From an optimization exercise on the open Yosys and OpenROAD flow, aimed at small area, a short achievable clock period and few clock cycles per item; shortcuts taken in it are not production practice. Function was checked by simulation only, so behaviour that the tests miss may differ from the original. Power is estimated from default activity; no workload was simulated.

// fc_codec
module fc_codec (
    input  wire       clk,
    input  wire       rst,         
    input  wire       req_valid,
    output wire       req_ready,
    input  wire [7:0] req_data,
    output wire       res_valid,
    input  wire       res_ready,
    output wire [7:0] res_data
);
Size in the first run: ~4200 cells after synthesis, roughly 2300 flip-flops, roughly 61000 µm² of cells after synthesis.
==> flow/config.mk <==
export PLATFORM = sky130hd
export DESIGN_NAME = fc_codec
export DESIGN_NICKNAME = fc_codec
export VERILOG_FILES = /design/flow/design.v
export SDC_FILE = /design/flow/constraint.sdc
export NUM_CORES = 4
export LEC_CHECK = 0
export CAP_MARGIN = 20
export CORE_MARGIN = 2
export CORE_UTILIZATION = 50
export SLEW_MARGIN = 20
==> flow/constraint.sdc <==
create_clock -name core_clock -period 10.0 [get_ports {clk}]
set_input_delay 2.0000 -clock core_clock [delete_from_list [all_inputs] [get_ports {clk}]]
set_output_delay 2.0000 -clock core_clock [all_outputs]
set_load 0.01 [all_outputs]
standard.sh (not shown) runs the stock make flow with config.mk's settings and CLKGATE_MAP_FILE= SYNTH_SCRIPT=/design/flow/synth_recipe.tcl, a recipe that flattens the netlist after the stock synthesis.
==> flow/flow/run.sh <==
#!/bin/bash
# The standard layout (the standard.sh: standard synthesis, floorplan,
# power grid, placement, CTS and routing, all unchanged) with timing repair
# told to keep 6.7 ns of setup slack on the 10 ns clock, i.e. to aim at a
# 3.3 ns cycle, instead of stopping once paths fit in the clock.
set -euo pipefail
bash standard.sh SETUP_SLACK_MARGIN=6.7 finish > standard_flow.log 2>&1
Testbench counts at the start, summed over its fixed seeds: cycles 38,935, items 1,280.
Change:
--- a/flow/design.v
+++ b/flow/design.v
@@ -373,22 +373,20 @@
     reg [7:0] o0, o1;
     wire      o0_free = o0e || res_ready;
     assign res_valid = o0v;
     assign res_data  = o0;
     wire       rtap = (rdist[2:0] == 3'd7) && !rdist[7];
     wire [7:0] tapv [0:15];
     generate
         for (g = 0; g < 16; g = g + 1) begin : tp
-            assign tapv[g] = rq[8 * g + 6];
+            assign tapv[g] = rq[8 * g + 7];
         end
     endgenerate
-    reg  [7:0] ring_byte;
-    always @(posedge clk)
-        ring_byte <= tapv[rdist[6:3]];
+    wire [7:0] ring_byte = tapv[rdist[6:3]];
     wire       can_out = !o1v;
     wire [8:0] n7 = {1'b0, ra} + 9'd7;
     reg [7:0] hbyte;
     reg       hlast;
     always @(*) begin
         hbyte = 8'h00;
         hlast = 1'b0;
         case (rh)
The changed run ran to the end with no violations.
Global-route usage is lower by 0.23 points.
Area after synthesis is lower by 0.40%.
Synthesized cell count is lower by 0.70%.
Worst hold slack degrades by 13 ps.
Critical path depth does not change.
Core utilization stays flat.
Sequential power stays flat.
Wire length is lower by 2.0%.
First-iteration DRC count is higher by 21%.
Testbench counts after the change, summed over its fixed seeds: cycles 38,935, items 1,280.

fc_codec, a different RTL version from the one above (not shown whole).
Size in the first run: roughly 4,100 cells after synthesis, ~22 I/O pins, about 60,000 sq um of cells after synthesis.
clock: 10.0 ns
lec_check: 0
cap_margin: 20
core_margin: 2
core_utilization: 70
setup_slack_margin: 5
slew_margin: 20
run.sh (not shown) runs the stock make flow with config.mk's settings and CLKGATE_MAP_FILE= SYNTH_SCRIPT=/design/flow/synth_recipe.tcl, a recipe that flattens the netlist after the stock synthesis.
Stock flow here: none of the scripts above is used.
The baseline completed without violations.
Testbench counts at the start, summed over its fixed seeds: cycles 38,902, items 1,280.
Then changed:
--- a/flow/design.v
+++ b/flow/design.v
@@ -23,26 +23,29 @@
     localparam R_NEXT = 0, R_HDR = 1, R_PAY = 2, R_DCS = 3, R_END = 4;
     reg [7:0] now;
     always @(posedge clk)
         if (rst) now <= 8'd0;
         else     now <= now + 8'd1;
     reg       iv, sv;
+    reg       rdy_q;                     
     reg [7:0] ib, sb;
     reg       ib_z, ib_ff, ib_op;
     reg       sb_z, sb_ff, sb_op;
     wire      go;                        
     wire      take = req_valid && !sv;
     wire      in_z  = (req_data == 8'h00);
     wire      in_ff = (req_data == 8'hFF);
     wire      in_op = (req_data == 8'h01) || (req_data == 8'h02);
-    assign req_ready = !sv;
+    assign req_ready = rdy_q;
     always @(posedge clk) begin
         if (rst) begin
-            iv <= 1'b0;
-            sv <= 1'b0;
+            iv    <= 1'b0;
+            sv    <= 1'b0;
+            rdy_q <= 1'b1;
         end else if (go || !iv) begin
+            rdy_q <= 1'b1;
             if (sv) begin
                 iv    <= 1'b1;
                 ib    <= sb;
                 ib_z  <= sb_z;
                 ib_ff <= sb_ff;
                 ib_op <= sb_op;
@@ -52,12 +55,13 @@
                 ib    <= req_data;
                 ib_z  <= in_z;
                 ib_ff <= in_ff;
                 ib_op <= in_op;
             end
         end else if (take) begin
+            rdy_q <= 1'b0;
             sv    <= 1'b1;
             sb    <= req_data;
             sb_z  <= in_z;
             sb_ff <= in_ff;
             sb_op <= in_op;
         end
@@ -145,24 +149,33 @@
     wire [7:0] base = r_has ? rp : (!s_empty ? hx : (dany ? cur_start : wa));
     reg  [8:0] free_r;
     reg  [7:0] base_r;       
     reg        wrote_r;
     reg        jo_r;
     wire [7:0] jdist = now - wa;
-    wire       room  = wrote_r ? (free_r[8:1] != 8'd0) : (free_r != 9'd0);
-    wire       wtap  = (now[5:0] == wa[5:0]);
+    reg        f1_r, f2_r;               
+    reg        wt_r;                     
+    wire       room  = wrote_r ? f2_r : f1_r;
+    wire       wtap  = wt_r;
     reg        rw;                       
+    wire [8:0] fr_n = {(base_r == wa), base_r - wa} - 9'd1;
     always @(posedge clk) begin
         if (rst) begin
+            f1_r    <= 1'b1;
+            f2_r    <= 1'b1;
+            wt_r    <= 1'b1;
             free_r  <= 9'd255;
             base_r  <= 8'd0;
             wrote_r <= 1'b0;
             jo_r    <= 1'b0;
         end else begin
             base_r  <= base;
-            free_r  <= {(base_r == wa), base_r - wa} - 9'd1;
+            wt_r    <= we || ((now[5:0] + 6'd1) == (rw ? cur_start[5:0] : wa[5:0]));
+            free_r  <= fr_n;
+            f1_r    <= (fr_n != 9'd0);
+            f2_r    <= (fr_n[8:1] != 8'd0);
             wrote_r <= we;
             jo_r    <= (base_r == wa) || ({2'b0, jdist} + 10'd4 <= {1'b0, free_r});
         end
     end
     reg [7:0]  c8;           
     reg [15:0] wrem;         
@@ -226,16 +239,14 @@
                 pk = K_DEC;
                 pa = wlen;
             end else
                 pa = d_status;                      
         end
     end
-    wire need_q = (ws[W_OP] && !ib_op) || ws[W_EN1] || (ws[W_EPAY] && first_w) || ws[W_DR1] ||
-                  (ws[W_DRAW] && d_live && (rl || (inw && !sc[SC_LEN] && !sc[SC_PAY])));
-    wire need_s = (ws[W_EPAY] && first_w) || (ws[W_DRAW] && sc[SC_DCS]);
-    wire stall  = (need_q && q_full) || (need_s && s_full) || (want_w && !can_w);
+    wire need_q = ws[W_OP];
+    wire stall  = (need_q && (q_full || s_full)) || (want_w && !can_w);
     assign go    = iv && !stall;
     assign push  = go && want_p;
     assign spush = go && want_p && (pk == K_ENC || pk == K_DEC);
     assign px    = ws[W_EPAY] ? waddr : cur_start;
     assign we    = go && want_w;
     assign dany  = wany && ws[W_DRAW] && d_live;
@@ -358,14 +369,15 @@
             end
         end
     end
     reg [3:0] rh;            
     reg [7:0] rsum;          
     reg       o0v, o1v;
+    reg       o0e;                       
     reg [7:0] o0, o1;
-    wire      o0_free = !o0v || res_ready;
+    wire      o0_free = o0e || res_ready;
     assign res_valid = o0v;
     assign res_data  = o0;
     wire       rtap = (rdist[2:0] == 3'd7) && !rdist[7];
     wire [7:0] tapv [0:15];
     generate
         for (g = 0; g < 16; g = g + 1) begin : tp
@@ -429,23 +441,26 @@
         end
     end
     always @(posedge clk) begin
         if (rst) begin
             rs  <= 5'd1 << R_NEXT;
             o0v <= 1'b0;
+            o0e <= 1'b1;
             o1v <= 1'b0;
         end else begin
             if (o0_free) begin
                 if (o1v) begin
                     o0  <= o1;
                     o0v <= 1'b1;
+                    o0e <= 1'b0;
                     o1  <= newb;
                     o1v <= newv;
                 end else begin
                     o0  <= newb;
                     o0v <= newv;
+                    o0e <= !newv;
                 end
             end else if (newv) begin
                 o1  <= newb;
                 o1v <= 1'b1;
             end
             if (!rd_byte)
After rerunning: Clock-buffer cell count goes up by 7. Register-to-register slack improved by 0.29 ns. Global-route usage goes up by 0.32 points. Final area hardly moves. Non-clock buffer count goes down by 4. Utilization is about the same. Combinational power goes up by 32%. Setup slack improved by 0.29 ns. Sequential share of layout area stays flat. Die area goes up by 0.62%. Worst hold slack improved by 0.0085 ns. Power goes up by 3.0%. Sequential power goes up by about 1%.
Testbench counts after the change, summed over its fixed seeds: cycles 38,935, items 1,280.

[re-timing with driven ports]
Ports are ideal in the flow. The routed layouts listed here were re-timed in OpenROAD.
Step 1 sets driving cells, clkbuf_16 on the clock port and buf_2 on the other inputs (assumed; they add their load-dependent delay and slew).
Step 2, shift: input delay + t, output delay - t, t = (earliest + latest rising clock arrival at the registers) / 2. This alone moves slack from input paths to output paths.
a / b / c = ideal / step 1 / step 2; a / b = the first two.
run	shift t [ns]	slack for setup (ns)	clock arrival spread, ns	slew at the worst register clock pin (ns)
the first run of note 1	0.858	6.574 / 6.503 / 5.854	0.028 / 0.028	0.07 / 0.07
the second run of note 1	0.859	6.509 / 6.440 / 6.099	0.041 / 0.041	0.07 / 0.07
the first run of note 2	0.859	5.185 / 5.185 / 5.185	0.059 / 0.059	0.08 / 0.08
the second run of note 2	0.842	5.473 / 5.473 / 5.473	0.064 / 0.064	0.10 / 0.10
After both steps every run listed still meets setup and hold. The setup slack of the first run of note 1, which loses most, moves by -0.071 ns with the drivers and by -0.720 ns with both steps.
